Source: an optimization exercise on an open RTL-to-GDS flow (aim: small area). Production flows keep margins and buffers that such runs may drop.
In this exercise RTL edits were held to simulation tests only and were not proved equivalent to the original.
Power figures rest on the tool's default switching activity, not on a simulated workload.

Setup of the baseline:
## priuscan_framer
module priuscan_framer (
    input  wire         clk,
    input  wire         rst,
    input  wire [31:0]  now,
    input  wire         req_active,
    input  wire [1:0]   req_slot,
    input  wire         breq_valid,
    input  wire [1:0]   breq_slot,
    input  wire         ra_abort,
    input  wire         brx_valid,
    input  wire [10:0]  brx_id,
    input  wire [3:0]   brx_len,
    input  wire [63:0]  brx_data,
    input  wire         lrx_valid,
    input  wire [7:0]   lrx_byte,
    input  wire         ltx_req,
    input  wire [79:0]  ltx_rec,
    input  wire [8:0]   tx_space,
    output wire         tx_req_v,
    output wire [63:0]  tx_req_data,
    output wire         tx_fc_v,
    output wire         rx_result_v,
    output wire [1:0]   rx_result,
    output wire         dec_valid,
    output wire [1:0]   dec_slot,
    output wire [3:0]   dec_vlen,
    output wire [103:0] dec_v,
    output wire [31:0]  dec_value,
    output wire         ltx_ack,
    output wire         ltx_sent,
    output wire [103:0] ltx_frame,
    output wire [79:0]  rec_data,
    output wire         rec_valid,
    output wire [31:0]  rec_ts,
    output wire         rec_pub,
    output wire         fresh
);
For scale: roughly 390 flip-flops.
==> flow/config.mk <==
export PLATFORM = sky130hd
export DESIGN_NAME = priuscan_framer
export DESIGN_NICKNAME = priuscan_framer
export VERILOG_FILES = /design/flow/design.v
export SDC_FILE = /design/flow/constraint.sdc
export NUM_CORES = 4
export LEC_CHECK = 0
export CAP_MARGIN = 20
export CORE_MARGIN = 2
export CORE_UTILIZATION = 40
export SLEW_MARGIN = 20
==> flow/constraint.sdc <==
create_clock -name core_clock -period 10.0 [get_ports {clk}]
set_input_delay 2.0000 -clock core_clock [delete_from_list [all_inputs] [get_ports {clk}]]
set_output_delay 2.0000 -clock core_clock [all_outputs]
set_load 0.01 [all_outputs]
standard.sh (not shown) runs the stock make flow with config.mk's settings and CLKGATE_MAP_FILE= SYNTH_SCRIPT=/design/flow/synth_recipe.tcl, a recipe that flattens the netlist after the stock synthesis.
==> flow/flow/run.sh <==
#!/bin/bash
# The standard layout (the standard.sh: the standard flow's synthesis script and the ORFS flow) with
# three choices changed:
# - synthesis runs flow/synth.tcl, which is synth_recipe.tcl with ABC's technology mapping
#   done by the area-oriented script flow/area.abc (registers are mapped before ABC and are
#   unchanged);
# - the port buffers that global placement inserts on every input and output are made from
#   the smallest buffer cell (sky130_fd_sc_hd__buf_1) instead of the resizer's default pick;
# - clock tree synthesis uses clkbuf_8 leaf clusters of at most 16 sinks within 70 um and
#   inserts no dummy loads.
# All output of the run goes to standard_flow.log in the work folder; ORFS's per-step logs
# stay under orfs/logs/.
set -euo pipefail
cd "$(dirname "$0")/.."
CTS="-sink_clustering_enable -repair_clock_nets -buf_list sky130_fd_sc_hd__clkbuf_8"
CTS="$CTS -sink_clustering_size 16 -sink_clustering_max_diameter 70 -dont_use_dummy_load"
bash standard.sh \
  "SYNTH_SCRIPT=$PWD/flow/synth.tcl" \
  "AREA_ABC_SCRIPT=$PWD/flow/area.abc" \
  "BUFFER_PORTS_ARGS=-buffer_cell sky130_fd_sc_hd__buf_1" \
  "CTS_ARGS=$CTS" \
  finish > standard_flow.log 2>&1
==> flow/flow/area.abc <==
&get -n
&st
&dc2
&dch -f
&nf -a
&put
strash
dch -f
map -a
topo
dnsize -c
==> flow/flow/synth.tcl <==
# The standard synthesis script (synth_recipe.tcl), unchanged except that the ABC
# technology-mapping step runs the area-oriented script in area.abc (AREA_ABC_SCRIPT)
# instead of ORFS's speed script. Registers are mapped by dfflibmap before ABC runs, so they
# are the same cells with the same names as in the standard synthesis.
proc synth {args} { yosys synth -nofsm -noshare {*}$args }
proc abc {args} {
  set i [lsearch -exact $args -script]
  if {$i >= 0 && [string match *abc_speed.script [lindex $args [expr {$i + 1}]]]} {
    lset args [expr {$i + 1}] $::env(AREA_ABC_SCRIPT)
  }
  yosys abc {*}$args
}
source $::env(SCRIPTS_DIR)/synth.tcl
# left out here: clear keep_hierarchy, flatten, clean up, hide names made inside functions, write 1_2_yosys.v
The baseline: no failed stages, no open violations at the end
For the candidate, these inputs were changed with respect to the baseline:
diff --git a/flow/flow/run.sh b/flow/flow/run.sh
--- a/flow/flow/run.sh
+++ b/flow/flow/run.sh
@@ -3,5 +3,6 @@
 # three choices changed:
 # - synthesis runs flow/synth.tcl, which is synth_recipe.tcl with ABC's technology mapping
-#   done by the area-oriented script flow/area.abc (registers are mapped before ABC and are
+#   done by the area-oriented script flow/area.abc (deepsyn AIG search, then area-mode
+#   mapping; registers are mapped before ABC and are
 #   unchanged);
 # - the port buffers that global placement inserts on every input and output are made from
==> flow/flow/area.abc <==
&get -n
&st
&deepsyn -T 60
&dch -f
&nf -a -R 1000
&put
topo
dnsize -c
Findings:
Both conditions hold for the candidate: the flow ran to the end and the final layout passed the timing, DRC and antenna checks. Non-clock buffer count: the candidate vs the baseline down 2. Count of H-tree levels built during CTS: the candidate > the baseline. The candidate has less setup slack than the baseline. The candidate vs the baseline — highest clock rate dropped by a few percent. The candidate against the baseline: clock share of power went up by 1.2 points; post-route cell area went down by about 1%; global-route usage was more or less identical.

-- port drivers added, routing unchanged --
The flow's constraints put no driver on any port. The routed layouts listed below were extracted and timed again, unchanged, in two steps.
Step 1 assumes that a clkbuf_16 drives the clock port and a buf_2 every other input.
Step 2 also shifts input and output timing later by t, the mid clock arrival at the registers, as if the neighbouring blocks saw the same clock.
Slacks: ideal ports / drivers / drivers and shift; pairs: ideal ports / drivers.
run	t (ns)	setup slack, ns	worst setup path at the end	slew at the worst register clock pin (ns)	worst slew at a driven data input, ns
the baseline	0.624	4.005 / 3.983 / 3.983	input to output	0.11 / 0.11	0.12
the candidate	0.606	3.800 / 3.691 / 3.691	input to output	0.10 / 0.10	0.12
After both steps every run listed still meets setup and hold. The setup slack of the candidate, which loses most, moves by -0.109 ns with the drivers and by -0.109 ns with both steps.
